What follows belongs to an exercise in optimizing a design on an open flow for small area, a short achievable clock period and few clock cycles; a production flow would make more cautious choices. RTL that was checked went through simulation tests only; none was proved equivalent to the original. The RTL of runs 3 to 5 was laid out without a check of its function. Power figures rest on the tool's default switching activity, not on a simulated workload.

`flow/config.mk`:
```
export PLATFORM = sky130hd
export DESIGN_NAME = mcp23x17_seq
export DESIGN_NICKNAME = mcp23x17_seq
export VERILOG_FILES = /design/flow/design.v
export SDC_FILE = /design/flow/constraint.sdc
export NUM_CORES = 4
export LEC_CHECK = 0
export CAP_MARGIN = 20
export CORE_AREA = 5 5 195 195
export CTS_BUF_LIST = sky130_fd_sc_hd__clkbuf_8
export DIE_AREA = 0 0 200 200
export SLEW_MARGIN = 20
```
`flow/constraint.sdc`:
```
create_clock -name core_clock -period 10.0 [get_ports {clk}]
set_input_delay 2.0000 -clock core_clock [delete_from_list [all_inputs] [get_ports {clk}]]
set_output_delay 2.0000 -clock core_clock [all_outputs]
set_load 0.01 [all_outputs]
```
`flow/design.v`:
```
module mcp23x17_seq (
    input  wire        clk,
    input  wire        rst,             
    input  wire [7:0]   cfg_mode,       
    input  wire [11:0]  cfg_opcode,     
    input  wire [3:0]   cfg_bank,       
    input  wire [287:0] cfg_porta,      
    input  wire [255:0] cfg_portb,      
    input  wire [3:0]   cmd_valid,
    input  wire [63:0]  cmd_word,
    output wire [3:0]   cmd_ready,
    output wire [31:0]  ctx_status,     
    output wire [31:0]  rsp_data,       
    output wire [15:0]  fault_status,
    output wire [7:0]   fault_ctx,
    output wire [7:0]   fault_dev,
    output wire         escalate,
    output reg  [3:0]   cs,
    input  wire         spi_busy,
    output wire         spi_req,
    output wire [23:0]  spi_tx,
    input  wire         spi_ack,
    input  wire [23:0]  spi_rx,
    input  wire [1:0]   spi_st,
    output wire         i2c_req,
    output wire         i2c_rnw,
    output wire [1:0]   i2c_len,
    output wire [7:0]   i2c_sla,
    output wire [23:0]  i2c_wdata,
    input  wire         i2c_ack,
    input  wire [1:0]   i2c_st,
    input  wire [7:0]   i2c_rdata
);
    localparam [1:0] CMD_INIT  = 2'd0,
                     CMD_READ  = 2'd1,
                     CMD_WRITE = 2'd2;
    localparam [1:0] MODE_SPI = 2'd1,
                     MODE_I2C = 2'd2;
    localparam [4:0] INIT_LAST = 5'd23;
    function is_illegal(input [15:0] w);
        reg lo, hi, gt;
        begin
            lo = |w[7:0];                          
            hi = |w[12:8];                         
            gt = w[11] & (w[10] | (w[9] & w[8]));  
            is_illegal = w[13] | (w[15] & w[14]) | gt |
                         (~w[15] & lo) | (~w[15] & ~w[14] & hi);
        end
    endfunction
    function [3:0] eight_reg(input [2:0] k);
        case (k)
            3'd0: eight_reg = 4'd0;    
            3'd1: eight_reg = 4'd1;    
            3'd2: eight_reg = 4'd2;    
            3'd3: eight_reg = 4'd3;    
            3'd4: eight_reg = 4'd4;    
            3'd5: eight_reg = 4'd6;    
            3'd6: eight_reg = 4'd9;    
            default: eight_reg = 4'd10;  
        endcase
    endfunction
    reg  [3:0]  busy;
    reg  [3:0]  rdy;            
    reg  [1:0]  kind  [0:3];
    reg  [12:0] args  [0:3];    
    reg  [7:0]  rsp_b [0:3];
    reg  [3:0]  dval;
    reg  [3:0]  okval;
    reg  [3:0]  rok;
    reg         flt_valid;
    reg         flt_out;        
    reg  [3:0]  flt_cause;
    reg  [2:0]  flt_ph;         
    reg  [1:0]  flt_ctx;
    reg         s_pre;          
    reg         s_sreq;         
    reg         s_post;         
    reg         s_pulse;        
    reg         s_iw;           
    reg         s_ir;           
    reg         s_fin;          
    reg  [1:0]  own;
    reg  [2:0]  f_op;           
    reg         f_rw;           
    reg  [4:0]  f_addr;
    reg  [7:0]  f_data;         
    reg         o_spi_req;
    reg         o_i2c_req;
    reg         o_i2c_rnw;
    reg  [1:0]  o_i2c_len;
    integer k;
    wire s_idle = ~(s_pre | s_sreq | s_post | s_pulse | s_iw | s_ir | s_fin);
    wire [3:0] acc = cmd_valid & rdy;
    wire spi_ackd = s_sreq && spi_ack;
    wire i2c_ackd = (s_iw || s_ir) && i2c_ack;
    wire t_err    = (spi_ackd && spi_st != 2'd0) || (i2c_ackd && i2c_st != 2'd0);
    wire [3:0] c_bad;
    genvar c, b;
    generate
        for (c = 0; c < 4; c = c + 1) begin : g_bad
            assign c_bad[c] = is_illegal(cmd_word[16*c +: 16]) ||
                              (cfg_mode[2*c +: 2] != MODE_SPI && cfg_mode[2*c +: 2] != MODE_I2C);
        end
    endgenerate
    wire cmd_flt = |(acc & c_bad);
    wire new_flt = t_err || cmd_flt;
    reg [3:0] new_cause;
    reg [1:0] new_ctx;
    integer   i;
    always @(*) begin
        new_cause = 4'd0;
        new_ctx   = own;
        if (spi_ackd && spi_st != 2'd0)
            new_cause = (spi_st == 2'd1) ? 4'd1 : 4'd2;
        else if (i2c_ackd && i2c_st != 2'd0) begin
            if (s_iw)
                new_cause = (i2c_st == 2'd1) ? 4'd3 : 4'd4;
            else
                new_cause = (i2c_st == 2'd1) ? 4'd5 : 4'd6;
        end else begin
            for (i = 3; i >= 0; i = i - 1) begin
                if (acc[i] && c_bad[i]) begin
                    new_ctx   = i[1:0];
                    new_cause = is_illegal(cmd_word[16*i +: 16]) ? 4'd8 : 4'd7;
                end
            end
        end
    end
    wire acc_any = |acc;
    wire upd     = !flt_valid && !new_flt;
    wire step    = !flt_valid && !acc_any && !t_err;
    wire [3:0] c_spi;           
    wire [3:0] c_rw;            
    wire [3:0] c_pulse;         
    wire [3:0] c_more;          
    wire [4:0] c_addr [0:3];
    wire [2:0] c_op   [0:3];
    wire [7:0] c_data [0:3];
    wire [4:0] c_next [0:3];
    generate
        for (c = 0; c < 4; c = c + 1) begin : g_ctx
            wire [12:0] a     = args[c];
            wire [4:0]  idx   = a[4:0];
            wire        init  = (kind[c] == CMD_INIT);
            wire        pre   = init && (idx[4:3] == 2'b00);
            wire        port  = init ? idx[4] : a[12];
            wire [3:0]  rg    = !init ? a[11:8] : (pre ? 4'd5 : eight_reg(idx[2:0]));
            wire [2:0]  opc   = cfg_opcode[3*c +: 3];
            wire        carry = &idx[2:0];
            assign c_spi[c]   = (cfg_mode[2*c +: 2] == MODE_SPI);
            assign c_rw[c]    = (kind[c] == CMD_READ) || (pre && idx[1]);
            assign c_pulse[c] = pre && (idx[1:0] == 2'd0);
            assign c_more[c]  = init && (idx != INIT_LAST);
            assign c_addr[c]  = cfg_bank[c] ? {port, rg} : {rg, port};
            assign c_op[c]    = c_spi[c] ? {1'b0, opc[1:0]} : opc;
            assign c_next[c]  = (idx[4:3] == 2'b00 && idx[1]) ? 5'd8 :
                                {idx[4] | (idx[3] & carry), idx[3] ^ carry,
                                 idx[2] ^ (idx[1] & idx[0]), idx[1] ^ idx[0], ~idx[0]};
            wire [16:0] sel;
            assign sel[16] = pre && !idx[1];
            for (b = 0; b < 8; b = b + 1) begin : g_sel
                assign sel[b]     = init && (idx[4:3] == 2'b01) && (idx[2:0] == b);
                assign sel[8 + b] = init && (idx[4:3] == 2'b10) && (idx[2:0] == b);
            end
            reg [7:0] d;
            integer m;
            always @(*) begin
                d = init ? 8'h00 : a[7:0];
                for (m = 0; m < 8; m = m + 1) begin
                    d = d | ({8{sel[m]}}     & cfg_porta[72*c + 8*m +: 8])
                          | ({8{sel[8 + m]}} & cfg_portb[64*c + 8*m +: 8]);
                end
                d = d | ({8{sel[16]}} & cfg_porta[72*c + 64 +: 8]);
            end
            assign c_data[c] = d;
        end
    endgenerate
    wire [3:0] own_oh = {own == 2'd3, own == 2'd2, own == 2'd1, own == 2'd0};
    wire [3:0] pend   = busy & ~(own_oh & {4{~s_idle}});
    function [1:0] rr_pick(input [1:0] x, input [3:0] p);
        reg [3:0] r;
        reg [1:0] f;
        begin
            case (x)
                2'd0: r = {p[0], p[3], p[2], p[1]};
                2'd1: r = {p[1], p[0], p[3], p[2]};
                2'd2: r = {p[2], p[1], p[0], p[3]};
                default: r = p;
            endcase
            f = r[0] ? 2'd0 : r[1] ? 2'd1 : r[2] ? 2'd2 : 2'd3;
            case ({x, f})
                4'b0000: rr_pick = 2'd1; 4'b0001: rr_pick = 2'd2; 4'b0010: rr_pick = 2'd3; 4'b0011: rr_pick = 2'd0;
                4'b0100: rr_pick = 2'd2; 4'b0101: rr_pick = 2'd3; 4'b0110: rr_pick = 2'd0; 4'b0111: rr_pick = 2'd1;
                4'b1000: rr_pick = 2'd3; 4'b1001: rr_pick = 2'd0; 4'b1010: rr_pick = 2'd1; 4'b1011: rr_pick = 2'd2;
                4'b1100: rr_pick = 2'd0; 4'b1101: rr_pick = 2'd1; 4'b1110: rr_pick = 2'd2; default: rr_pick = 2'd3;
            endcase
        end
    endfunction
    wire [1:0] nx       = rr_pick(own, pend);
    wire       nx_valid = |pend;
    wire [3:0] gnt      = {nx == 2'd3, nx == 2'd2, nx == 2'd1, nx == 2'd0} & {4{nx_valid}};
    reg        n_spi, n_rw, n_pulse;
    reg [2:0]  n_op;
    reg [4:0]  n_addr;
    reg [7:0]  n_data;
    integer    q;
    always @(*) begin
        n_spi = 1'b0; n_rw = 1'b0; n_pulse = 1'b0;
        n_op = 3'd0; n_addr = 5'd0; n_data = 8'd0;
        for (q = 0; q < 4; q = q + 1) begin
            n_spi   = n_spi   | (gnt[q] & c_spi[q]);
            n_rw    = n_rw    | (gnt[q] & c_rw[q]);
            n_pulse = n_pulse | (gnt[q] & c_pulse[q]);
            n_op    = n_op    | ({3{gnt[q]}} & c_op[q]);
            n_addr  = n_addr  | ({5{gnt[q]}} & c_addr[q]);
            n_data  = n_data  | ({8{gnt[q]}} & c_data[q]);
        end
    end
    wire fin = s_pulse || s_fin ||
               (s_post && !spi_busy) ||
               (s_iw && i2c_ack && !f_rw) ||
               (s_ir && i2c_ack);
    wire fin_s = fin && step;                  
    wire go    = (s_idle && step) || fin_s;    
    wire       o_more = |(own_oh & c_more);
    wire [3:0] done   = (fin_s && !o_more) ? own_oh : 4'd0;
    wire [7:0] o_rd   = s_ir ? i2c_rdata : f_data;
    wire       rd_ack = (spi_ackd && f_rw) || (i2c_ackd && s_ir);
    wire [7:0] iocon  = own[1] ? (own[0] ? cfg_porta[280 +: 8] : cfg_porta[208 +: 8])
                               : (own[0] ? cfg_porta[136 +: 8] : cfg_porta[64 +: 8]);
    wire       rd_eq  = ((s_ir ? i2c_rdata : spi_rx[7:0]) == iocon);
    wire n_start = go && nx_valid;
    wire x_pre   = (n_start && n_spi && !n_pulse) || (s_pre && spi_busy);
    wire x_sreq  = (s_pre && !spi_busy) || (s_sreq && !spi_ack);
    wire x_post  = (s_sreq && spi_ack) || (s_post && !fin_s);
    wire x_pulse = (n_start && n_spi && n_pulse) || (s_pulse && !fin_s);
    wire x_iw    = (n_start && !n_spi) || (s_iw && !i2c_ack);
    wire x_ir    = (s_iw && i2c_ack && f_rw) || (s_ir && !i2c_ack);
    wire x_fin   = ((s_iw && !f_rw) || s_ir || s_fin) && fin && !step;
    wire x_rw    = go ? n_rw : f_rw;
    wire [3:0] busy_n = (busy | (acc & {4{upd}})) & ~done;
    always @(posedge clk) begin
        for (k = 0; k < 4; k = k + 1) begin
            if (acc[k]) begin
                kind[k] <= cmd_word[16*k+14 +: 2];
                args[k] <= {cmd_word[16*k+1 +: 12],
                            cmd_word[16*k] | (cmd_word[16*k+14 +: 2] == CMD_INIT &&
                                              cfg_mode[2*k +: 2] == MODE_I2C)};
            end else if (own_oh[k]) begin
                if (rd_ack)
                    args[k][5] <= rd_eq;
                if (fin_s && c_more[k])
                    args[k][4:0] <= c_next[k];
            end
            if (done[k]) begin
                if (kind[k] == CMD_READ) begin
                    rsp_b[k] <= o_rd;
                    dval[k]  <= 1'b1;
                end
                if (kind[k] == CMD_INIT) begin
                    rok[k]   <= args[k][5];
                    okval[k] <= 1'b1;
                end
            end
        end
        s_pre   <= x_pre;
        s_sreq  <= x_sreq;
        s_post  <= x_post;
        s_pulse <= x_pulse;
        s_iw    <= x_iw;
        s_ir    <= x_ir;
        s_fin   <= x_fin;
        o_spi_req    <= x_sreq && !new_flt && !flt_valid;
        o_i2c_req    <= (x_iw || x_ir) && !new_flt && !flt_valid;
        o_i2c_rnw    <= x_ir;
        o_i2c_len[1] <= !x_ir;
        o_i2c_len[0] <= x_ir || !x_rw;
        if (spi_ackd)
            f_data <= spi_rx[7:0];
        if (i2c_ackd && s_ir)
            f_data <= i2c_rdata;
        if (go) begin
            own    <= nx_valid ? nx : own;
            f_op   <= n_op;
            f_rw   <= n_rw;
            f_addr <= n_addr;
            f_data <= n_data;
            cs     <= {4{n_spi && nx_valid}} & gnt;
        end
        busy <= busy_n;
        rdy  <= ~busy_n & {4{upd}};
        if (new_flt && !flt_valid) begin
            flt_valid <= 1'b1;
            flt_out   <= 1'b1;
            flt_cause <= new_cause;
            flt_ctx   <= new_ctx;
            flt_ph    <= {new_cause == 4'd5 || new_cause == 4'd6,
                          new_cause == 4'd1 || new_cause == 4'd2 ||
                          new_cause == 4'd3 || new_cause == 4'd4,
                          new_cause == 4'd3 || new_cause == 4'd4};
        end
        if (rst) begin
            busy      <= 4'd0;
            rdy       <= 4'hf;
            dval      <= 4'd0;
            okval     <= 4'd0;
            rok       <= 4'd0;
            flt_valid <= 1'b0;
            flt_out   <= 1'b0;
            flt_cause <= 4'd0;
            flt_ph    <= 3'd0;
            flt_ctx   <= 2'd0;
            cs        <= 4'd0;
            s_pre     <= 1'b0;
            s_sreq    <= 1'b0;
            s_post    <= 1'b0;
            s_pulse   <= 1'b0;
            s_iw      <= 1'b0;
            s_ir      <= 1'b0;
            s_fin     <= 1'b0;
            own       <= 2'd0;
            o_spi_req <= 1'b0;
            o_i2c_req <= 1'b0;
        end
    end
    wire [7:0] f_ctrl = {4'b0100, f_op, f_rw};
    assign spi_req   = o_spi_req;
    assign spi_tx    = {f_ctrl, 3'b000, f_addr, f_data};
    assign i2c_req   = o_i2c_req;
    assign i2c_rnw   = o_i2c_rnw;
    assign i2c_len   = o_i2c_len;
    assign i2c_sla   = {5'b00000, f_op};
    assign i2c_wdata = {f_ctrl, 3'b000, f_addr, f_data};
    assign cmd_ready = rdy;
    generate
        for (c = 0; c < 4; c = c + 1) begin : g_status
            assign ctx_status[8*c +: 8] = {3'b000, busy[c], rok[c], okval[c],
                                           dval[c], busy[c]};
            assign rsp_data[8*c +: 8]   = rsp_b[c];
        end
    endgenerate
    assign fault_status = {4'b0000, flt_ph[2], flt_ph[1], flt_ph[0], flt_ph[0],
                           3'b000, flt_cause, flt_out};
    assign fault_ctx    = {6'd0, flt_ctx};
    assign fault_dev    = {6'd0, flt_ctx};
    assign escalate     = flt_out;
endmodule
```
`flow/flow/run.sh`:
```
#!/bin/bash
set -euo pipefail
bash standard.sh "BUFFER_PORTS_ARGS=-buffer_cell sky130_fd_sc_hd__buf_1" \
  "PLACE_PINS_ARGS=-min_distance 1 -min_distance_in_tracks" \
  SETUP_SLACK_MARGIN=7.0 TNS_END_PERCENT=10 finish > standard.log 2>&1
```
`flow/standard.sh`:
```
#!/bin/bash
# synth_recipe.tcl (not shown) runs the flow's synth.tcl, then flattens the netlist and writes it again
# the make line also repeats each setting of config.mk as NAME=value (left out here)
make -C /OpenROAD-flow-scripts/flow DESIGN_CONFIG=/design/flow/config.mk WORK_HOME=/design/flow/orfs CLKGATE_MAP_FILE= SYNTH_SCRIPT=/design/flow/synth_recipe.tcl "${@:-finish}"
```
==> metrics.csv, run 1 <==
metric,value,unit
Synth Flop Type,edfxtp_1,
category of the most critical setup path,input pin to register,
average vias per placed instance,6.21,
GRT Total Usage,0.363,
TritonCTS clock tree,built,
PwrDens,104,nW/µm²
fraction of layout instances using a drive strength above 1,0.118,
CP endpoint kind,register,
per-cell routed wire length,28.6,µm
remaining global-route overflow,0,
switching portion of total power,0.375,
power spent charging and discharging nets,0.000695,W
number of cell rows,69,
PnR Total Power,0.00185,W
cell chosen for the clock root,clkbuf_8,
total buffers and inverters traversed by the critical path,2,
worst hold path type,register to register,
total length of routed met3 wires,9.36,mm
Cell variety after synth,96,
TritonCTS buffer count,17,
final hold viol count,0,
ordered list of cells on the worst path,buf_6 -> or4_4 -> a21oi_2 -> nand4_1 -> buf_6 -> a22oi_2 -> a221oi_2 -> or4b_1 -> a21oi_1,
RSZ-0062 raised after global routing,yes,
highest clock frequency the design can meet,275,MHz
post-route setup TNS,0,ns
share of the clock period used by the worst path,0.364,
cell count after synthesis,1535,
Critical Path AT,4.05,ns
clock network fraction of design power,0.263,
total length of routed met2 wires,36.0,mm
Worst-Margin Slew,1.12,ns
Starting Density,0.379,
max-cap check violation count,0,
port buffer count,776,
Clock Tree Buf Depth,2,
status,finished clean,
register area share after synthesis,0.313,
Final Net Count,2961,
number of max-slew violations in the final report,0,
combinational group share of total power,0.315,
leakage power,6.19,nW
slowest stage cell on the critical path,or4b_1,
Relative slew margins,0.252,
largest net degree at the start of global routing,32,
Avg Inst Size Synth,8.79,µm²
DRT Pass-1 Iters,9,
Crit path largest cell delay,0.55,ns
cell family with the largest share of critical-path delay,simple AND/OR/NAND/NOR gates,
post-synthesis async set-or-reset flop share,0,
first-pass GRT wire length,107,mm
Skew-Pair Late Insertion Delay,0.49,ns
CP max FO,3,
flop and latch count out of synthesis,157,
final worst clock skew,0.0380,ns
Ys Warns,4,
Boundary Pins,843,
total vias in the final route,17100,
cell area after technology mapping,13500,µm²
"Req. time, crit path",10.41,ns
Detailed Place HPWL,63.7,mm
minimum period implied by the final worst setup slack,3.64,ns
initial antenna violation count,38,
remaining antenna violation count,0,
final setup violation count,0,
Final GP Congestion,1.07,
most frequent CP cell,buf_6,
Placeable Area,35600,µm²
highest metal layer used by the detailed router,met5,
detailed-route DRC error count,0,
Die Wd,200,µm
cell-internal power,0.00116,W
TritonCTS sink count,157,
H-tree depth,4,
share of total power in sequential cells,0.422,
met1 wire length,28.3,mm
clock input transition at the sequential cells of the worst setup and hold paths,0.10,ns
Initial DRC Count,1865,
kind of start point of the critical path,input pin,
total length of routed wires,78.9,mm
Area growth syn-to-layout,32.6,%
via count of the first global-routing pass,16500,
Die ar.,40000,µm²
number of enable-type register cells in the synthesized netlist,108,
DIE HEIGHT,200,µm
Worst IR Drop VDD,0.0868,mV
cell type report:
cell class | count | area, µm²
clock inverters | 15 | 170
flip-flops and latches | 157 | 4230
well taps | 461 | 577
inverters | 34 | 140
clock buffers | 17 | 234
multi-input cells | 1195 | 8850
fillers | 3593 | 17700
repair inverters | 1 | 5.00
repair buffers | 841 | 3600
diodes | 37 | 92.6
routing by layer:
layer,vias up,GRT usage
met5,-,0
met4,10,0.218
li1,7409,-
met1,8176,0.430
met3,264,0.108
met2,1257,0.581
final timing paths:
check                    start            to  slack, ns  cells past startpoint
setup reg to reg    args[2][1]     f_data[3]       6.66                      9
setup / recovery  cmd_word[28]  flt_cause[3]       6.36                      9
hold reg to reg          cs[3]         cs[3]       0.46                      2
hold / removal           cs[3]         cs[3]       0.46                      2
logic make-up (layout without fill, tap and decap cells):
group                      Yosys count  count (layout)  share of synthesized area
other                                2              87                   0.000557
and+or+nand+nor                    505             505                      0.201
muxes                               76              76                     0.0655
DFF                                157             157                      0.313
buffers and inverters              231             908                     0.0888
xor gates and xnor gates             8               8                    0.00519
adders and majority gates           37              37                     0.0343
AOI/OAI and AO/OA                  519             519                      0.292
cells in the final DEF (no fill, tap or decap), types with 11 or more instances in the layout:
master / n
nand2_1: 142
nand3_1: 37
and2_1: 15
o21ai_1: 16
mux2i_1: 50
diode_2: 37
a211oi_1: 11
nor2b_1: 20
o211ai_1: 18
inv_1: 30
buf_1: 749
and3_1: 43
buf_4: 59
o21ai_0: 72
nand4_1: 33
a22oi_1: 72
a32o_1: 13
ha_1: 34
edfxtp_1: 108
a31oi_1: 15
a222oi_1: 23
dfxtp_1: 48
nor3_1: 27
a221oi_1: 11
buf_6: 23
nor2_1: 79
clkbuf_8: 17
a21o_1: 11
a22o_1: 28
a32oi_1: 66
a21oi_1: 39
mux2_2: 18
conb_1: 50
worst min-delay path: cells and delay by family (launching register included):
| kind | cells | cell delay [ns] |
|---|---|---|
| flops | 1 | 0.32 |
| simple gates | 1 | 0.05 |
| compound gates | 1 | 0.05 |
registers in the layout (all words and copies together) (netlist names), 2 cells and up:
name       count
args          52
busy           4
cs             4
dval           4
f_addr         5
f_data         8
f_op           3
flt_cause      4
flt_ctx        2
flt_ph         3
kind           8
o_i2c_len      2
okval          4
own            2
rdy            4
rok            4
rsp_b         32
timing repair:
item | 4_1_cts | 5_1_grt
pin swaps | 31 | 48
buffers inserted | 23 | 17
gates cloned | 2 | 0
endpoints found under the setup margin | 239 | 248
hold buffers | 0 | 0
gates resized for setup | 54 | 133
through the flow:
stage,hold slack [ns],cells,area (µm²),utilization,worst slack [ns]
floorplan,0.471,1583,13800,-,6.10
global placement,0.442,2647,16400,0.461,4.83
detailed placement,0.447,2647,16400,0.462,4.84
CTS,0.461,2704,17200,0.484,6.42
global route,0.483,2752,17900,0.503,6.29
finish,0.461,2758,17900,0.503,6.36
power by group through the flow:
stage	combinational [W]	clock, W	sequential [W]
floorplan	0.000308	0	0.000774
global placement	0.000505	0	0.000795
detailed placement	0.000511	0	0.000796
CTS	0.000530	0.000492	0.000782
global route	0.000621	0.000515	0.000785
finish	0.000584	0.000487	0.000782
cell usage after synthesis (10+ instances only):
library cell | instances | area share
a22o_1 | 28 | 0.018
and2_1 | 14 | 0.0065
nand3_1 | 37 | 0.014
o21ai_1 | 15 | 0.0056
nor4_1 | 11 | 0.0051
nand4_1 | 33 | 0.015
nor3_1 | 33 | 0.012
nor4b_1 | 11 | 0.0071
buf_2 | 19 | 0.0070
a21oi_1 | 41 | 0.015
a22oi_1 | 75 | 0.042
buf_4 | 79 | 0.044
a211oi_1 | 13 | 0.0072
a221oi_1 | 16 | 0.010
dfxtp_1 | 49 | 0.073
nor2b_1 | 22 | 0.010
a32oi_1 | 66 | 0.043
a31oi_1 | 18 | 0.0083
a222oi_1 | 23 | 0.017
nor2_1 | 80 | 0.022
mux2_2 | 18 | 0.015
a21o_1 | 11 | 0.0061
o211ai_1 | 18 | 0.010
clkbuf_1 | 85 | 0.024
edfxtp_1 | 108 | 0.24
ha_1 | 37 | 0.034
mux2i_1 | 50 | 0.037
o21ai_0 | 81 | 0.030
a32o_1 | 13 | 0.0096
inv_1 | 32 | 0.0089
buf_1 | 10 | 0.0028
and3_1 | 44 | 0.020
nand2_1 | 148 | 0.041
Testbench counts, summed over its fixed seeds: cycles 8,296.
==> run 2: changes to the inputs <==
==> flow/flow/run.sh (replaced) <==
#!/bin/bash
set -euo pipefail
bash standard.sh "BUFFER_PORTS_ARGS=-buffer_cell sky130_fd_sc_hd__buf_1" \
  "PLACE_PINS_ARGS=-min_distance 1 -min_distance_in_tracks" \
  SETUP_SLACK_MARGIN=6.5 TNS_END_PERCENT=10 finish > standard.log 2>&1
--- a/flow/config.mk
+++ b/flow/config.mk
@@ -6,7 +6,7 @@
 export NUM_CORES = 4
 export LEC_CHECK = 0
 export CAP_MARGIN = 20
-export CORE_AREA = 5 5 195 195
+export CORE_AREA = 5 5 215 215
 export CTS_BUF_LIST = sky130_fd_sc_hd__clkbuf_8
-export DIE_AREA = 0 0 200 200
+export DIE_AREA = 0 0 220 220
 export SLEW_MARGIN = 20
==> run 2 against run 1 <==
Clock power rose by 4%. Power is 0.23% lower. Still clean. Combinational power down 4.3%. Non-clock buffer count decreased by 23. Critical path type unchanged. Wire length rose by 4.8%. Via count fell by 0.23%. Synthesized area unchanged. Clock skew shrank 0.014 ns. Flip-flop and latch count is the same.
==> metrics.csv, run 2 <==
metric,value,unit
"commonest cells after routing, fill and taps aside","buf_1 (773), nand2_1 (143), edfxtp_1 (108)",
cell count after synthesis,1535,
average vias per placed instance,5.96,
kind of start point of the critical path,input pin,
met1 wire length,28.7,mm
flop and latch count out of synthesis,157,
number of cell rows,77,
Synth Area in Simple Gates,0.201,
GRT Total Usage,0.313,
clock network fraction of design power,0.273,
initial antenna violation count,33,
Boundary Pins,843,
share of the synthesized netlist area taken by xor and xnor gates,0.00519,
Ys Warns,4,
register area share after synthesis,0.313,
combinational group share of total power,0.302,
highest clock frequency the design can meet,266,MHz
TritonCTS sink count,157,
port buffer count,776,
DIE HEIGHT,220,µm
max-cap check violation count,0,
cell-internal power,0.00114,W
Commonest cells post-synth,"nand2_1 (148), edfxtp_1 (108), clkbuf_1 (85), o21ai_0 (81), nor2_1 (80)",
Placeable Area,43900,µm²
first-pass GRT wire length,111,mm
via count of the first global-routing pass,16500,
combinational family with the most area after synthesis,compound AO/OA/AOI/OAI gates,
largest register by flop count,args,
total length of routed wires,82.7,mm
area share of the largest cell type after synthesis,0.240,
per-cell routed wire length,28.9,µm
DRT Pass-1 Iters,8,
number of enable-type register cells in the synthesized netlist,108,
cell chosen for the clock root,clkbuf_8,
worst hold path type,register to register,
clock input transition at the sequential cells of the worst setup and hold paths,0.11,ns
TritonCTS buffer count,17,
highest metal layer used by the detailed router,met5,
leading area contributor after synthesis,edfxtp_1,
compound-gate portion of the synthesized area,0.292,
Critical Path AT,4.12,ns
remaining global-route overflow,0,
fraction of layout instances using a drive strength above 1,0.0805,
largest net degree at the start of global routing,32,
flip-flop count of the largest register after layout,52,
detailed-route DRC error count,0,
Skew-Pair Late Insertion Delay,0.48,ns
Area growth syn-to-layout,29.7,%
post-synthesis async set-or-reset flop share,0,
CP max FO,5,
final worst clock skew,0.0239,ns
leakage power,5.91,nW
number of max-slew violations in the final report,0,
Cell variety after synth,96,
total vias in the final route,17100,
final hold viol count,0,
Synth Flop Type,edfxtp_1,
Initial DRC Count,2027,
Starting Density,0.307,
Die Wd,220,µm
Die ar.,48400,µm²
final setup violation count,0,
cell area after technology mapping,13500,µm²
PwrDens,106,nW/µm²
H-tree depth,4,
Worst IR Drop VDD,0.104,mV
total length of routed met3 wires,8.07,mm
RSZ-0062 raised after global routing,yes,
"Req. time, crit path",10.36,ns
minimum period implied by the final worst setup slack,3.76,ns
switching portion of total power,0.382,
multiplexer area fraction after synthesis,0.0655,
post-route setup TNS,0,ns
final standard cell utilization of the core,0.398,
Final GP Congestion,1.01,
TritonCTS clock tree,built,
largest registers,"args (52), rsp_b (32)",
"commonest non-fill, non-tap cell in the layout",buf_1,
category of the most critical setup path,input pin to register,
status,finished clean,
Worst-Margin Slew,0.879,ns
Clock Tree Buf Depth,2,
CP endpoint kind,register,
share of the clock period used by the worst path,0.376,
synth top area cells,"edfxtp_1 (24%), dfxtp_1 (7.3%), buf_4 (4.4%), a32oi_1 (4.3%), a22oi_1 (4.2%)",
Final Net Count,2937,
total length of routed met2 wires,39.6,mm
Relative slew margins,0.411,
share of total power in sequential cells,0.424,
power spent charging and discharging nets,0.000706,W
Avg Inst Size Synth,8.79,µm²
most frequent cell after synthesis,nand2_1,
remaining antenna violation count,0,
Adder-Cell Fraction of Synth Area,0.0343,
Detailed Place HPWL,68.5,mm
run 2: cell counts after synthesis:
Identical to the previous run, type by type.
run 2: power groups by stage:
stage | combinational, W | clock (W) | sequential (W)
4_1_cts | 0.000529 | 0.000507 | 0.000785
3_5_place_dp | 0.000519 | 0 | 0.000800
6_report | 0.000559 | 0.000505 | 0.000785
2_1_floorplan | 0.000308 | 0 | 0.000774
3_3_place_gp | 0.000513 | 0 | 0.000799
5_1_grt | 0.000595 | 0.000531 | 0.000788
run 2: path summary, 6_finish.rpt:
check                                   from            to  slack [ns]  cells past startpoint
worst min-delay path                   cs[1]         cs[1]        0.46                      2
worst min register to register         cs[1]         cs[1]        0.46                      2
worst max register to register    args[0][0]     f_data[5]        6.61                      8
worst max-delay path            cmd_word[28]  flt_cause[2]        6.24                     10
run 2: area by class of cell:
| cell class | count | area [µm²] |
|---|---|---|
| Antenna cell | 35 | 87.6 |
| Clock buffer | 17 | 234 |
| Clock inverter | 15 | 190 |
| Fill cell | 4593 | 26400 |
| Inverter | 34 | 138 |
| Multi-Input combinational cell | 1195 | 8550 |
| Sequential cell | 157 | 4230 |
| Tap cell | 592 | 741 |
| Timing Repair Buffer | 818 | 3340 |
run 2: cell families after synthesis:
group | Yosys count
adder cells (fa/ha/maj) | 37
flip-flops | 157
AO/OA/AOI/OAI | 519
buffers and inverters | 231
AND/OR/NAND/NOR | 505
XOR/XNOR | 8
multiplexers | 76
other | 2
run 2: layer usage:
layer / global-route usage / vias up
li1: - / 7359
met1: 0.348 / 8143
met2: 0.538 / 1292
met3: 0.0658 / 278
met4: 0.212 / 4
met5: 0 / -
run 2: critical path: stages:
cell       delay, ns
buf_6           0.09
or4_4           0.54
a21oi_4         0.15
nand4_1         0.12
buf_6           0.17
o2bb2ai_4       0.13
o31ai_4         0.37
buf_12          0.16
and4b_1         0.18
a32o_1          0.20
run 2: through the flow:
step	setup WS [ns]	instances	cell area (µm²)	hold WS (ns)	total power, W
after floorplan	6.10	1583	13800	0.471	0.00108
after global placement	5.10	2777	16600	0.442	0.00131
after detailed placement	5.08	2777	16600	0.447	0.00132
after CTS	6.16	2821	17200	0.462	0.00182
after global routing	6.15	2857	17500	0.482	0.00191
final	6.24	2863	17500	0.464	0.00185
run 2: repair_timing:
action / CTS / global route
hold buffers: 0 / 0
gates cloned: 0 / 1
buffers inserted: 12 / 6
endpoints found under the setup margin: 100 / 104
resized for setup: 6 / 38
endpoints found under the hold margin: 0 / 0
pin swaps: 8 / 13
==> run 3: changes to the inputs <==
--- a/flow/design.v
+++ b/flow/design.v
@@ -196,9 +196,15 @@
             endcase
         end
     endfunction
-    wire [1:0] nx       = rr_pick(own, pend);
-    wire       nx_valid = |pend;
-    wire [3:0] gnt      = {nx == 2'd3, nx == 2'd2, nx == 2'd1, nx == 2'd0} & {4{nx_valid}};
+    reg  [1:0] nq;
+    reg        nq_v;
+    wire [3:0] gnt = {nq == 2'd3, nq == 2'd2, nq == 2'd1, nq == 2'd0} & {4{nq_v}};
+    wire [3:0] pend2 = pend & ~gnt;
+    wire [1:0] nx_go = nq_v ? rr_pick(nq, pend2) : rr_pick(own, pend);
+    wire       nv_go = nq_v ? |pend2 : |pend;
+    wire [1:0] nx_hold = rr_pick(own, pend);
+    wire       nv_hold = |pend;
+    wire       nx_valid = nq_v;
     reg        n_spi, n_rw, n_pulse;
     reg [2:0]  n_op;
     reg [4:0]  n_addr;
@@ -279,8 +285,10 @@
             f_data <= spi_rx[7:0];
         if (i2c_ackd && s_ir)
             f_data <= i2c_rdata;
+        nq   <= go ? nx_go : nx_hold;
+        nq_v <= go ? nv_go : nv_hold;
         if (go) begin
-            own    <= nx_valid ? nx : own;
+            own    <= nx_valid ? nq : own;
             f_op   <= n_op;
             f_rw   <= n_rw;
             f_addr <= n_addr;
@@ -319,6 +327,7 @@
             s_ir      <= 1'b0;
             s_fin     <= 1'b0;
             own       <= 2'd0;
+            nq_v      <= 1'b0;
             o_spi_req <= 1'b0;
             o_i2c_req <= 1'b0;
         end
==> flow/flow/run.sh (replaced) <==
#!/bin/bash
set -euo pipefail
bash standard.sh "BUFFER_PORTS_ARGS=-buffer_cell sky130_fd_sc_hd__buf_1" \
  SETUP_SLACK_MARGIN=6.5 finish > standard.log 2>&1
--- a/flow/config.mk
+++ b/flow/config.mk
@@ -6,7 +6,7 @@
 export NUM_CORES = 4
 export LEC_CHECK = 0
 export CAP_MARGIN = 20
-export CORE_AREA = 5 5 215 215
+export CORE_AREA = 5 5 325 325
 export CTS_BUF_LIST = sky130_fd_sc_hd__clkbuf_8
-export DIE_AREA = 0 0 220 220
+export DIE_AREA = 0 0 330 330
 export SLEW_MARGIN = 20
==> run 3 against run 2 <==
First-iteration DRC count fell by 2.4%. Wire length rose by 45%. Synthesized area fell by 2.6%. Fmax fell by 13%. Cell area rose by 12%. Power rose by 2.8%. Utilization fell by 21 points. Clock-buffer cell count did not move. Sequential share of layout area fell by 2.2 points. Register-to-register slack got worse by 0.28 ns. Combinational power rose by 6.8%. Worst setup slack got worse by 0.56 ns.
==> metrics.csv, run 3 <==
metric,value,unit
status,finished clean,
largest registers,"args (52), rsp_b (32)",
Die ar.,109000,µm²
flop and latch count out of synthesis,160,
remaining antenna violation count,0,
flip-flop count of the largest register after layout,52,
Starting Density,0.129,
RSZ-0062 raised after global routing,yes,
"Req. time, crit path",10.28,ns
final setup violation count,0,
switching portion of total power,0.394,
number of max-slew violations in the final report,0,
slowest stage cell on the critical path,a222oi_1,
register area share after synthesis,0.326,
largest register by flop count,args,
Detailed Place HPWL,103,mm
Worst IR Drop VDD,0.0948,mV
total length of routed wires,120,mm
synth top area cells,"edfxtp_1 (25%), a22oi_1 (7.9%), dfxtp_1 (7.9%), buf_4 (4.6%), nand2_1 (4.5%)",
Worst-Margin Slew,0.998,ns
Clock Tree Buf Depth,2,
Cell variety after synth,88,
TritonCTS buffer count,17,
Relative slew margins,0.324,
final hold viol count,0,
initial antenna violation count,40,
detailed-route DRC error count,0,
post-route setup TNS,0,ns
"commonest non-fill, non-tap cell in the layout",buf_1,
H-tree depth,4,
number of enable-type register cells in the synthesized netlist,108,
total buffers and inverters traversed by the critical path,4,
first-pass GRT wire length,151,mm
kind of start point of the critical path,input pin,
CP endpoint kind,register,
clock network fraction of design power,0.271,
cell count after synthesis,1539,
minimum period implied by the final worst setup slack,4.31,ns
Final GP Congestion,0.979,
Final Net Count,3039,
most frequent cell after synthesis,nand2_1,
largest net degree at the start of global routing,37,
share of total power in sequential cells,0.415,
max-cap check violation count,0,
fraction of layout instances using a drive strength above 1,0.144,
Initial DRC Count,1978,
per-cell routed wire length,32.2,µm
leading area contributor after synthesis,edfxtp_1,
cell-internal power,0.00115,W
via count of the first global-routing pass,16800,
cell family with the largest share of critical-path delay,compound AO/OA/AOI/OAI gates,
Die Wd,330,µm
total vias in the final route,17400,
Placeable Area,102000,µm²
Crit path largest cell delay,0.82,ns
area share of the largest cell type after synthesis,0.247,
remaining global-route overflow,0,
Synth Flop Type,edfxtp_1,
cts-stage hold buffer count,0,
leakage power,6.30,nW
CP max FO,5,
TritonCTS clock tree,built,
most frequent CP cell,buf_6,
PwrDens,97.1,nW/µm²
Area growth syn-to-layout,48.9,%
Skew-Pair Late Insertion Delay,0.55,ns
ordered list of cells on the worst path,buf_6 -> a222oi_1 -> nand4_1 -> a21o_4 -> nor4b_4 -> buf_6 -> nand2_8 -> nor3b_4 -> buf_6 -> clkbuf_16,
Commonest cells post-synth,"nand2_1 (158), a22oi_1 (139), nor2_1 (117), edfxtp_1 (108), o21ai_0 (104)",
Avg Inst Size Synth,8.54,µm²
power spent charging and discharging nets,0.000748,W
cell chosen for the clock root,clkbuf_8,
combinational group share of total power,0.314,
cell area after technology mapping,13100,µm²
highest clock frequency the design can meet,232,MHz
worst hold path type,register to register,
port buffer count,776,
Boundary Pins,843,
Critical Path AT,4.60,ns
final worst clock skew,0.0342,ns
GRT Total Usage,0.206,
category of the most critical setup path,input pin to register,
DIE HEIGHT,330,µm
TritonCTS sink count,160,
average vias per placed instance,4.68,
Ys Warns,4,
# placed instances,3606,
worst reg2reg setup slack,6.33,ns
"commonest cells after routing, fill and taps aside","buf_1 (768), nand2_1 (145), a22oi_1 (135)",
clock input transition at the sequential cells of the worst setup and hold paths,0.11,ns
share of the clock period used by the worst path,0.431,
fin cells,3722,
number of cell rows,117,
DRT Pass-1 Iters,8,
post-synthesis async set-or-reset flop share,0,
==> run 3: cell types whose count changed after synthesis, moves of 16 or more <==
cell / previous run / this run
mux2i_1: 50 / 33
o21ai_0: 81 / 104
a32oi_1: 66 / 12
and3_1: 44 / 22
a22oi_1: 75 / 139
a221oi_1: 16 / 43
nor2_1: 80 / 117
a21oi_1: 41 / 69
nand4_1: 33 / 17
==> run 3: timing repair <==
action | 4_1_cts | 5_1_grt
gates resized for setup | 163 | 86
pin swaps | 47 | 31
cloned | 4 | 1
buffers inserted | 49 | 14
endpoints found under the setup margin | 125 | 129
==> run 3: cell families (layout without fill, tap and decap cells) <==
family / after synthesis / count (layout) / share of synthesized area
multiplexers: 58 / 58 / 0.0534
other: 2 / 66 / 0.000572
XOR/XNOR: 9 / 9 / 0.00600
flip-flops: 160 / 160 / 0.326
buffers and inverters: 215 / 966 / 0.0856
adder cells (fa/ha/maj): 37 / 37 / 0.0352
AO/OA/AOI/OAI: 564 / 564 / 0.309
AND/OR/NAND/NOR: 494 / 494 / 0.185
==> run 3: worst min-delay path, delay by kind of cell, from the launching register on <==
family / cells / cell delay (ns)
flops: 1 / 0.34
simple gates: 1 / 0.06
compound gates: 1 / 0.06
==> run 3: stage by stage <==
step | hold WS (ns) | total power [W] | worst slack [ns] | util | area (µm²)
2_1_floorplan | 0.434 | 0.00104 | 5.95 | - | 13400
3_3_place_gp | 0.456 | 0.00131 | 4.63 | 0.171 | 17400
3_5_place_dp | 0.464 | 0.00131 | 4.59 | 0.171 | 17400
4_1_cts | 0.479 | 0.00189 | 5.93 | 0.187 | 19000
5_1_grt | 0.513 | 0.00197 | 5.82 | 0.192 | 19600
6_report | 0.492 | 0.00190 | 5.69 | 0.192 | 19600
==> run 3: layout make-up <==
type,count,area (µm²)
Inverter,44,185
Antenna cell,16,40.0
Tap cell,1368,1710
Sequential cell,160,4290
Multi-Input combinational cell,1212,8840
Timing Repair inverter,2,10.0
Clock buffer,17,234
Clock inverter,15,171
Fill cell,11500,82200
Timing Repair Buffer,888,4100
==> run 3: path summary, 6_finish.rpt <==
| kind | depth (start not counted) | endpoint | start |
|---|---|---|---|
| worst min register to register | 2 | s_post | s_post |
| worst max-delay path | 10 | rsp_b[0][7] | cmd_valid[2] |
| worst min-delay path | 2 | s_post | s_post |
| worst max register to register | 9 | f_data[3] | args[1][2] |
==> run 3: per-layer routing <==
metal / global-route usage / vias up / share of wire
met5: 0 / - / 0.00069
met4: 0.0564 / 12 / 0.029
met3: 0.0398 / 156 / 0.076
met2: 0.357 / 1129 / 0.48
met1: 0.261 / 8582 / 0.41
li1: - / 7535 / -
==> run 3: power groups by stage <==
stage,sequential [W],combinational [W],clock (W)
after floorplan,0.000778,0.000259,0
final,0.000789,0.000597,0.000515
after global placement,0.000802,0.000509,0
after CTS,0.000788,0.000569,0.000528
after detailed placement,0.000802,0.000512,0
after global routing,0.000793,0.000634,0.000545
==> run 4: changes to the inputs <==
==> flow/flow/run.sh (replaced) <==
#!/bin/bash
set -euo pipefail
bash standard.sh "BUFFER_PORTS_ARGS=-buffer_cell sky130_fd_sc_hd__buf_1" \
  "PLACE_PINS_ARGS=-min_distance 1 -min_distance_in_tracks" \
  SETUP_SLACK_MARGIN=6.5 finish > standard.log 2>&1
--- a/flow/config.mk
+++ b/flow/config.mk
@@ -6,7 +6,7 @@
 export NUM_CORES = 4
 export LEC_CHECK = 0
 export CAP_MARGIN = 20
-export CORE_AREA = 5 5 325 325
+export CORE_AREA = 5 5 195 195
 export CTS_BUF_LIST = sky130_fd_sc_hd__clkbuf_8
-export DIE_AREA = 0 0 330 330
+export DIE_AREA = 0 0 200 200
 export SLEW_MARGIN = 20
==> run 4 against run 3 <==
Fmax up 11%. Worst setup slack better by 0.42 ns. Power down 4.7%. Hold slack worse by 0.010 ns. Flip-flop and latch count unchanged. Clock skew down 0.0041 ns. Sequential share of layout area up 2.5 points. Cell area down 10%. Largest power group unchanged.
==> metrics.csv, run 4 <==
metric,value,unit
status,finished clean,
max-cap check violation count,0,
cell-internal power,0.00117,W
H-tree depth,4,
flop and latch count out of synthesis,160,
leading area contributor after synthesis,edfxtp_1,
register area share after synthesis,0.326,
PnR Total Power,0.00181,W
largest register by flop count,args,
Worst IR Drop VDD,0.103,mV
Skew-Pair Late Insertion Delay,0.50,ns
area share of the largest cell type after synthesis,0.247,
"commonest cells after routing, fill and taps aside","buf_1 (768), nand2_1 (150), a22oi_1 (139)",
port buffer count,776,
number of cell rows,69,
worst reg2reg setup slack,6.41,ns
post-route setup TNS,0,ns
largest net degree at the start of global routing,37,
DRT Pass-1 Iters,9,
Die ar.,40000,µm²
clock network fraction of design power,0.292,
Crit path largest cell delay,0.58,ns
final hold viol count,0,
cell chosen for the clock root,clkbuf_8,
final worst clock skew,0.0302,ns
flip-flop count of the largest register after layout,52,
clock input transition at the sequential cells of the worst setup and hold paths,0.09,ns
highest clock frequency the design can meet,257,MHz
category of the most critical setup path,input pin to register,
total vias in the final route,17500,
first-pass GRT wire length,109,mm
Worst-Margin Slew,1.22,ns
total length of routed wires,80.1,mm
TritonCTS sink count,160,
"commonest non-fill, non-tap cell in the layout",buf_1,
TritonCTS buffer count,17,
Final GP Congestion,1.07,
power spent charging and discharging nets,0.000639,W
minimum period implied by the final worst setup slack,3.89,ns
post-synthesis async set-or-reset flop share,0,
switching portion of total power,0.353,
GRT Total Usage,0.370,
PwrDens,103,nW/µm²
Boundary Pins,843,
RSZ-0062 raised after global routing,yes,
total buffers and inverters traversed by the critical path,1,
Commonest cells post-synth,"nand2_1 (158), a22oi_1 (139), nor2_1 (117), edfxtp_1 (108), o21ai_0 (104)",
worst hold slack after final layout,0.482,ns
fraction of layout instances using a drive strength above 1,0.101,
kind of start point of the critical path,input pin,
number of max-slew violations in the final report,0,
cell area after technology mapping,13100,µm²
ordered list of cells on the worst path,buf_1 -> or4_1 -> o21bai_2 -> a31oi_4 -> o21a_4 -> a211oi_4 -> a221oi_2 -> or4b_1 -> a21oi_1,
Ys Warns,4,
average vias per placed instance,6.31,
Die Wd,200,µm
Final Net Count,2995,
cell family with the largest share of critical-path delay,compound AO/OA/AOI/OAI gates,
Clock Tree Buf Depth,2,
Relative slew margins,0.180,
Cell variety after synth,88,
Initial DRC Count,2193,
CP endpoint kind,register,
leakage power,5.90,nW
per-cell routed wire length,28.8,µm
most frequent cell after synthesis,nand2_1,
# placed instances,2669,
final setup violation count,0,
cts-stage hold buffer count,0,
combinational group share of total power,0.274,
detailed-route DRC error count,0,
Area growth syn-to-layout,33.6,%
synth top area cells,"edfxtp_1 (25%), a22oi_1 (7.9%), dfxtp_1 (7.9%), buf_4 (4.6%), nand2_1 (4.5%)",
largest registers,"args (52), rsp_b (32)",
CP max FO,4,
"Req. time, crit path",10.40,ns
fin cells,2779,
cell count after synthesis,1539,
number of enable-type register cells in the synthesized netlist,108,
Detailed Place HPWL,64.9,mm
remaining antenna violation count,0,
share of total power in sequential cells,0.434,
Avg Inst Size Synth,8.54,µm²
TritonCTS clock tree,built,
Starting Density,0.369,
DIE HEIGHT,200,µm
Critical Path AT,4.29,ns
worst hold path type,register to register,
share of the clock period used by the worst path,0.389,
slowest stage cell on the critical path,or4_1,
via count of the first global-routing pass,16800,
Synth Flop Type,edfxtp_1,
initial antenna violation count,27,
remaining global-route overflow,0,
Placeable Area,35600,µm²
==> run 4: cell types whose count changed in the layout (fill, tap and decap cells not counted), moves of 5 or more <==
cell | previous run | this run
diode_2 | 16 | 24
a21oi_1 | 54 | 65
nor3_1 | 30 | 35
a31oi_2 | 6 | 1
nand2_1 | 145 | 150
buf_6 | 37 | 16
a31oi_1 | 17 | 24
a21oi_2 | 14 | 4
buf_4 | 64 | 44
==> run 4: cell type report <==
type | instances | area (µm²)
multi-input cells | 1212 | 8410
repair buffers | 841 | 3590
inverters | 44 | 188
well taps | 461 | 577
diodes | 24 | 60.1
flip-flops and latches | 160 | 4280
clock buffers | 17 | 234
fillers | 3635 | 18000
repair inverters | 5 | 27.5
clock inverters | 15 | 193
==> run 4: repair_timing <==
item / 4_1_cts / 5_1_grt
setup endpoints to repair: 106 / 85
pin swaps: 29 / 10
endpoints found under the hold margin: 0 / 0
resized for setup: 73 / 53
gates cloned: 6 / 1
buffers inserted: 33 / 14
==> run 4: power groups by stage <==
stage          logic (W)  clock network (W)  registers [W]
4_1_cts         0.000470           0.000534       0.000785
6_report        0.000496           0.000530       0.000786
3_5_place_dp    0.000437                  0       0.000800
3_3_place_gp    0.000433                  0       0.000799
2_1_floorplan   0.000259                  0       0.000778
5_1_grt         0.000528           0.000562       0.000789
==> run 4: through the flow <==
step / utilization / worst slack [ns] / instance area (µm²)
after floorplan: - / 5.95 / 13400
after global placement: 0.452 / 5.12 / 16100
after detailed placement: 0.452 / 5.08 / 16100
after CTS: 0.483 / 6.20 / 17200
after global routing: 0.493 / 6.07 / 17600
final: 0.494 / 6.11 / 17600
==> run 4: worst min-delay path, cell delays in order, from the launching register on <==
cell     delay, ns
dfxtp_1       0.33
o21ai_2       0.06
a21oi_2       0.05
==> run 4: logic make-up after synthesis <==
group                      synth area share
AOI/OAI and AO/OA                     0.309
xor gates and xnor gates            0.00600
adders and majority gates            0.0352
buffers and inverters                0.0856
DFF                                   0.326
muxes                                0.0534
other                              0.000572
and+or+nand+nor                       0.185
==> run 4: path summary, 6_finish.rpt <==
kind,endpoint,cells past startpoint,start
hold reg to reg,rok[3],2,rok[3]
setup / recovery,flt_ph[2],9,cmd_word[9]
setup reg to reg,rsp_b[2][4],9,own[1]
hold / removal,rok[3],2,rok[3]
==> run 4: per-layer routing <==
metal / part of all wire / global-route usage
met1: 0.35 / 0.425
met2: 0.45 / 0.598
met3: 0.12 / 0.112
met4: 0.074 / 0.243
met5: 0.00062 / 0
==> run 5: changes to the inputs <==
--- a/flow/design.v
+++ b/flow/design.v
@@ -61,7 +61,7 @@
     endfunction
     reg  [3:0]  busy;
     reg  [3:0]  rdy;            
-    reg  [1:0]  kind  [0:3];
+    reg  [3:0]  isrd;           
     reg  [12:0] args  [0:3];    
     reg  [7:0]  rsp_b [0:3];
     reg  [3:0]  dval;
@@ -91,6 +91,8 @@
     integer k;
     wire s_idle = ~(s_pre | s_sreq | s_post | s_pulse | s_iw | s_ir | s_fin);
     wire [3:0] acc = cmd_valid & rdy;
+    wire [3:0] c_isinit = {cmd_word[63:62] == 2'b00, cmd_word[47:46] == 2'b00,
+                           cmd_word[31:30] == 2'b00, cmd_word[15:14] == 2'b00};
     wire spi_ackd = s_sreq && spi_ack;
     wire i2c_ackd = (s_iw || s_ir) && i2c_ack;
     wire t_err    = (spi_ackd && spi_st != 2'd0) || (i2c_ackd && i2c_st != 2'd0);
@@ -135,20 +137,20 @@
     wire [3:0] c_more;          
     wire [4:0] c_addr [0:3];
     wire [2:0] c_op   [0:3];
-    wire [7:0] c_data [0:3];
+    wire [71:0] c_sel;
     wire [4:0] c_next [0:3];
     generate
         for (c = 0; c < 4; c = c + 1) begin : g_ctx
             wire [12:0] a     = args[c];
             wire [4:0]  idx   = a[4:0];
-            wire        init  = (kind[c] == CMD_INIT);
+            wire        init  = a[11] & a[10];     
             wire        pre   = init && (idx[4:3] == 2'b00);
             wire        port  = init ? idx[4] : a[12];
             wire [3:0]  rg    = !init ? a[11:8] : (pre ? 4'd5 : eight_reg(idx[2:0]));
             wire [2:0]  opc   = cfg_opcode[3*c +: 3];
             wire        carry = &idx[2:0];
             assign c_spi[c]   = (cfg_mode[2*c +: 2] == MODE_SPI);
-            assign c_rw[c]    = (kind[c] == CMD_READ) || (pre && idx[1]);
+            assign c_rw[c]    = isrd[c] || (pre && idx[1]);
             assign c_pulse[c] = pre && (idx[1:0] == 2'd0);
             assign c_more[c]  = init && (idx != INIT_LAST);
             assign c_addr[c]  = cfg_bank[c] ? {port, rg} : {rg, port};
@@ -157,22 +159,12 @@
                                 {idx[4] | (idx[3] & carry), idx[3] ^ carry,
                                  idx[2] ^ (idx[1] & idx[0]), idx[1] ^ idx[0], ~idx[0]};
             wire [16:0] sel;
-            assign sel[16] = pre && !idx[1];
+            assign sel[16] = pre;
             for (b = 0; b < 8; b = b + 1) begin : g_sel
                 assign sel[b]     = init && (idx[4:3] == 2'b01) && (idx[2:0] == b);
                 assign sel[8 + b] = init && (idx[4:3] == 2'b10) && (idx[2:0] == b);
             end
-            reg [7:0] d;
-            integer m;
-            always @(*) begin
-                d = init ? 8'h00 : a[7:0];
-                for (m = 0; m < 8; m = m + 1) begin
-                    d = d | ({8{sel[m]}}     & cfg_porta[72*c + 8*m +: 8])
-                          | ({8{sel[8 + m]}} & cfg_portb[64*c + 8*m +: 8]);
-                end
-                d = d | ({8{sel[16]}} & cfg_porta[72*c + 64 +: 8]);
-            end
-            assign c_data[c] = d;
+            assign c_sel[18*c +: 18] = {~init, sel};
         end
     endgenerate
     wire [3:0] own_oh = {own == 2'd3, own == 2'd2, own == 2'd1, own == 2'd0};
@@ -208,18 +200,30 @@
     reg        n_spi, n_rw, n_pulse;
     reg [2:0]  n_op;
     reg [4:0]  n_addr;
-    reg [7:0]  n_data;
+    wire [71:0] gsel = c_sel & {{18{gnt[3]}}, {18{gnt[2]}}, {18{gnt[1]}}, {18{gnt[0]}}};
+    reg  [7:0]  n_data;
+    integer     u, v;
+    always @(*) begin
+        n_data = 8'd0;
+        for (u = 0; u < 4; u = u + 1) begin
+            for (v = 0; v < 8; v = v + 1) begin
+                n_data = n_data | ({8{gsel[18*u + v]}}     & cfg_porta[72*u + 8*v +: 8])
+                                | ({8{gsel[18*u + 8 + v]}} & cfg_portb[64*u + 8*v +: 8]);
+            end
+            n_data = n_data | ({8{gsel[18*u + 16]}} & cfg_porta[72*u + 64 +: 8])
+                            | ({8{gsel[18*u + 17]}} & args[u][7:0]);
+        end
+    end
     integer    q;
     always @(*) begin
         n_spi = 1'b0; n_rw = 1'b0; n_pulse = 1'b0;
-        n_op = 3'd0; n_addr = 5'd0; n_data = 8'd0;
+        n_op = 3'd0; n_addr = 5'd0;
         for (q = 0; q < 4; q = q + 1) begin
             n_spi   = n_spi   | (gnt[q] & c_spi[q]);
             n_rw    = n_rw    | (gnt[q] & c_rw[q]);
             n_pulse = n_pulse | (gnt[q] & c_pulse[q]);
             n_op    = n_op    | ({3{gnt[q]}} & c_op[q]);
             n_addr  = n_addr  | ({5{gnt[q]}} & c_addr[q]);
-            n_data  = n_data  | ({8{gnt[q]}} & c_data[q]);
         end
     end
     wire fin = s_pulse || s_fin ||
@@ -232,9 +236,7 @@
     wire [3:0] done   = (fin_s && !o_more) ? own_oh : 4'd0;
     wire [7:0] o_rd   = s_ir ? i2c_rdata : f_data;
     wire       rd_ack = (spi_ackd && f_rw) || (i2c_ackd && s_ir);
-    wire [7:0] iocon  = own[1] ? (own[0] ? cfg_porta[280 +: 8] : cfg_porta[208 +: 8])
-                               : (own[0] ? cfg_porta[136 +: 8] : cfg_porta[64 +: 8]);
-    wire       rd_eq  = ((s_ir ? i2c_rdata : spi_rx[7:0]) == iocon);
+    wire       rd_eq  = ((s_ir ? i2c_rdata : spi_rx[7:0]) == f_data);
     wire n_start = go && nx_valid;
     wire x_pre   = (n_start && n_spi && !n_pulse) || (s_pre && spi_busy);
     wire x_sreq  = (s_pre && !spi_busy) || (s_sreq && !spi_ack);
@@ -248,10 +250,12 @@
     always @(posedge clk) begin
         for (k = 0; k < 4; k = k + 1) begin
             if (acc[k]) begin
-                kind[k] <= cmd_word[16*k+14 +: 2];
-                args[k] <= {cmd_word[16*k+1 +: 12],
-                            cmd_word[16*k] | (cmd_word[16*k+14 +: 2] == CMD_INIT &&
-                                              cfg_mode[2*k +: 2] == MODE_I2C)};
+                isrd[k] <= cmd_word[16*k+14];
+                args[k] <= {cmd_word[16*k+12],
+                            cmd_word[16*k+11] | c_isinit[k],
+                            cmd_word[16*k+10] | c_isinit[k],
+                            cmd_word[16*k+1 +: 9],
+                            cmd_word[16*k] | (c_isinit[k] && cfg_mode[2*k +: 2] == MODE_I2C)};
             end else if (own_oh[k]) begin
                 if (rd_ack)
                     args[k][5] <= rd_eq;
@@ -259,11 +263,11 @@
                     args[k][4:0] <= c_next[k];
             end
             if (done[k]) begin
-                if (kind[k] == CMD_READ) begin
+                if (isrd[k]) begin
                     rsp_b[k] <= o_rd;
                     dval[k]  <= 1'b1;
                 end
-                if (kind[k] == CMD_INIT) begin
+                if (args[k][11] && args[k][10]) begin
                     rok[k]   <= args[k][5];
                     okval[k] <= 1'b1;
                 end
@@ -334,7 +338,7 @@
     end
     wire [7:0] f_ctrl = {4'b0100, f_op, f_rw};
     assign spi_req   = o_spi_req;
-    assign spi_tx    = {f_ctrl, 3'b000, f_addr, f_data};
+    assign spi_tx    = {f_ctrl, 3'b000, f_addr, f_data & {8{~f_rw}}};
     assign i2c_req   = o_i2c_req;
     assign i2c_rnw   = o_i2c_rnw;
     assign i2c_len   = o_i2c_len;
==> run 5 against run 4 <==
Global-route usage grew 14 points. Still clean. Critical path depth down 1. Cell area up 2.9%. Via count is 11% higher. Non-clock buffer count up 32. Final cell count rose by 3.4%.
==> metrics.csv, run 5 <==
metric,value,unit
status,finished clean,
combinational group share of total power,0.272,
post-synthesis async set-or-reset flop share,0,
Relative slew margins,0.165,
Boundary Pins,843,
flip-flop count of the largest register after layout,52,
initial antenna violation count,87,
TritonCTS buffer count,17,
final worst clock skew,0.0200,ns
clock network fraction of design power,0.292,
slowest stage cell on the critical path,a222oi_1,
Detailed Place HPWL,86.0,mm
final standard cell utilization of the core,0.508,
Worst IR Drop VDD,0.0874,mV
cell depth of the worst flop-to-flop path,6,
switching portion of total power,0.365,
kind of start point of the critical path,input pin,
DIE HEIGHT,200,µm
Worst-Margin Slew,1.25,ns
Critical Path AT,4.02,ns
number of enable-type register cells in the synthesized netlist,104,
total length of routed wires,108,mm
post-route setup TNS,0,ns
remaining antenna violation count,0,
highest clock frequency the design can meet,263,MHz
GRT Total Usage,0.514,
worst hold path type,register to register,
Area growth syn-to-layout,38.5,%
Synth Flop Type,edfxtp_1,
CP max FO,5,
PnR Total Power,0.00177,W
first-pass GRT wire length,142,mm
max-cap check violation count,0,
H-tree depth,4,
detailed-route DRC error count,0,
total vias in the final route,19500,
category of the most critical setup path,input pin to register,
cell-internal power,0.00112,W
leading area contributor after synthesis,edfxtp_1,
cell chosen for the clock root,clkbuf_8,
cell count after synthesis,1537,
Die ar.,40000,µm²
depth of the worst hold-timing path,2,
Initial DRC Count,3295,
TritonCTS clock tree,built,
RSZ-0062 raised after global routing,yes,
register area share after synthesis,0.319,
share of total power in sequential cells,0.436,
Final GP Congestion,1.21,
final hold viol count,0,
number of max-slew violations in the final report,0,
cell area after technology mapping,13000,µm²
synth top area cells,"edfxtp_1 (24%), a22oi_1 (8.1%), dfxtp_1 (8.0%), buf_4 (4.1%), nand2_1 (3.8%)",
area share of the largest cell type after synthesis,0.239,
ordered list of cells on the worst path,buf_6 -> a222oi_1 -> nand4_1 -> buf_4 -> a2111oi_4 -> buf_4 -> nor2b_4 -> and2_4,
"Req. time, crit path",10.22,ns
Skew-Pair Late Insertion Delay,0.51,ns
Placeable Area,35600,µm²
most frequent cell after synthesis,a22oi_1,
clock input transition at the sequential cells of the worst setup and hold paths,0.10,ns
largest net degree at the start of global routing,36,
most frequent CP cell,buf_4,
Starting Density,0.367,
leakage power,6.10,nW
port buffer count,776,
"commonest cells after routing, fill and taps aside","buf_1 (772), a22oi_1 (137), nand2_1 (126)",
Crit path largest cell delay,0.41,ns
Avg Inst Size Synth,8.48,µm²
cts-stage hold buffer count,0,
final setup violation count,0,
Ys Warns,3,
minimum period implied by the final worst setup slack,3.80,ns
CP endpoint kind,register,
"commonest non-fill, non-tap cell in the layout",buf_1,
Commonest cells post-synth,"a22oi_1 (141), nand2_1 (131), edfxtp_1 (104), clkbuf_1 (93), nor2_1 (90)",
DRT Pass-1 Iters,12,
per-cell routed wire length,37.7,µm
Die Wd,200,µm
TritonCTS sink count,156,
share of the clock period used by the worst path,0.380,
largest register by flop count,args,
remaining global-route overflow,0,
# fillers,3570,
Clock Tree Buf Depth,2,
Final Net Count,3017,
Cell variety after synth,73,
flop and latch count out of synthesis,156,
fraction of layout instances using a drive strength above 1,0.117,
via count of the first global-routing pass,17500,
power spent charging and discharging nets,0.000644,W
largest registers,"args (52), rsp_b (32), f_data (8)",
PwrDens,97.8,nW/µm²
number of cell rows,69,
average vias per placed instance,6.79,
[run 5: changes by cell type in the layout (fill, tap and decap cells not counted), sizes merged, moves of 17 or more]
cell	previous run	this run
o21ai	106	66
a32oi	12	42
buf	836	873
nor2	117	90
nor4	16	35
diode	24	97
nand4	17	36
nor3	41	24
a222oi	37	10
nand2	158	131
[run 5: layout make-up]
| cell class | instances | area (µm²) | area share |
|---|---|---|---|
| diodes | 97 | 243 | 0.0134 |
| well taps | 461 | 577 | 0.0319 |
| repair inverters | 2 | 10.0 | 0.000554 |
| clock buffers | 17 | 234 | 0.0130 |
| clock inverters | 15 | 194 | 0.0107 |
| inverters | 48 | 200 | 0.0111 |
| flip-flops and latches | 156 | 4170 | 0.231 |
| repair buffers | 873 | 3810 | 0.211 |
| multi-input cells | 1205 | 8620 | 0.477 |
[run 5: worst paths after layout]
path | startpoint | slack, ns | to
setup / recovery | cmd_valid[3] | 6.20 | rsp_b[3][3]
hold / removal | okval[3] | 0.46 | okval[3]
setup reg to reg | args[3][11] | 6.23 | f_data[6]
hold reg to reg | okval[3] | 0.46 | okval[3]
[run 5: critical path: cells and delay by family]
kind | cells | cell delay [ns]
buffers and inverters | 3 | 0.48
AOI/OAI and AO/OA | 2 | 0.72
and+or+nand+nor | 3 | 0.82
[run 5: stage by stage]
stage / cells / cell area [µm²] / hold WS, ns / setup WS [ns]
after detailed placement: 2681 / 16300 / 0.446 / 4.95
after global routing: 2840 / 18000 / 0.484 / 6.18
after CTS: 2749 / 17300 / 0.460 / 6.16
after global placement: 2681 / 16300 / 0.443 / 4.99
final: 2874 / 18100 / 0.461 / 6.20
after floorplan: 1585 / 13400 / 0.464 / 5.98
[run 5: power groups by stage]
| stage | clock, W | combinational (W) | sequential [W] |
|---|---|---|---|
| floorplan | 0 | 0.000222 | 0.000757 |
| global placement | 0 | 0.000399 | 0.000781 |
| detailed placement | 0 | 0.000405 | 0.000782 |
| CTS | 0.000517 | 0.000430 | 0.000768 |
| global route | 0.000547 | 0.000503 | 0.000772 |
| finish | 0.000516 | 0.000480 | 0.000770 |
[run 5: what timing repair did]
action,4_1_cts,5_1_grt
pin swaps,20,34
endpoints found under the setup margin,131,97
setup buffers,32,25
gates resized for setup,55,71
gates cloned,4,2
[run 5: logic make-up (layout without fill, tap and decap cells)]
group	after synthesis	in the layout	synth area share
compound gates	549	550	0.309
xor+xnor	9	9	0.00604
fa+ha+maj	37	37	0.0355
buf+inv	228	955	0.0886
flops	156	156	0.319
mux	40	40	0.0324
other cells	2	147	0.000576
simple gates	516	519	0.209
[run 5: routing by layer]
metal / up-vias / global-route usage / part of all wire
met5: - / 0.0896 / 0.0029
met4: 28 / 0.404 / 0.10
met3: 614 / 0.280 / 0.16
met2: 1870 / 0.713 / 0.40
met1: 9329 / 0.574 / 0.33
li1: 7673 / - / -

-- port drivers added, routing unchanged --
In the flow no input, the clock included, has a driving cell. The finished layouts below were timed again as built, in two steps. Step 1: set_driving_cell puts a clkbuf_16 on clk and a buf_2 on each other input, an assumption about the parent block. Step 2 moves the port delays by t, midway between the first and last clock arrival at a register: inputs arrive t later, outputs are due t later. That takes back most of the time a late clock gives input paths. Slacks: ideal / step 1 / step 2; pairs: ideal / step 1.
run | t, ns | setup WS [ns] | hold WS [ns] | slew at the worst register clock pin (ns) | pins driven straight from the clock port
run 1 | 0.517 | 6.362 / 6.361 / 5.844 | 0.461 / 0.461 / 0.461 | 0.12 / 0.12 | 1
run 2 | 0.514 | 6.242 / 6.243 / 5.729 | 0.464 / 0.464 / 0.464 | 0.12 / 0.12 | 1
run 3 | 0.582 | 5.687 / 5.697 / 5.115 | 0.492 / 0.492 / 0.492 | 0.12 / 0.12 | 1
run 4 | 0.536 | 6.110 / 6.125 / 5.589 | 0.482 / 0.482 / 0.482 | 0.12 / 0.12 | 1
run 5 | 0.547 | 6.196 / 6.208 / 5.661 | 0.461 / 0.461 / 0.461 | 0.11 / 0.11 | 1
After both steps every run listed still meets setup and hold. The setup slack of run 3, which loses most, moves by +0.010 ns with the drivers and by -0.572 ns with both steps.
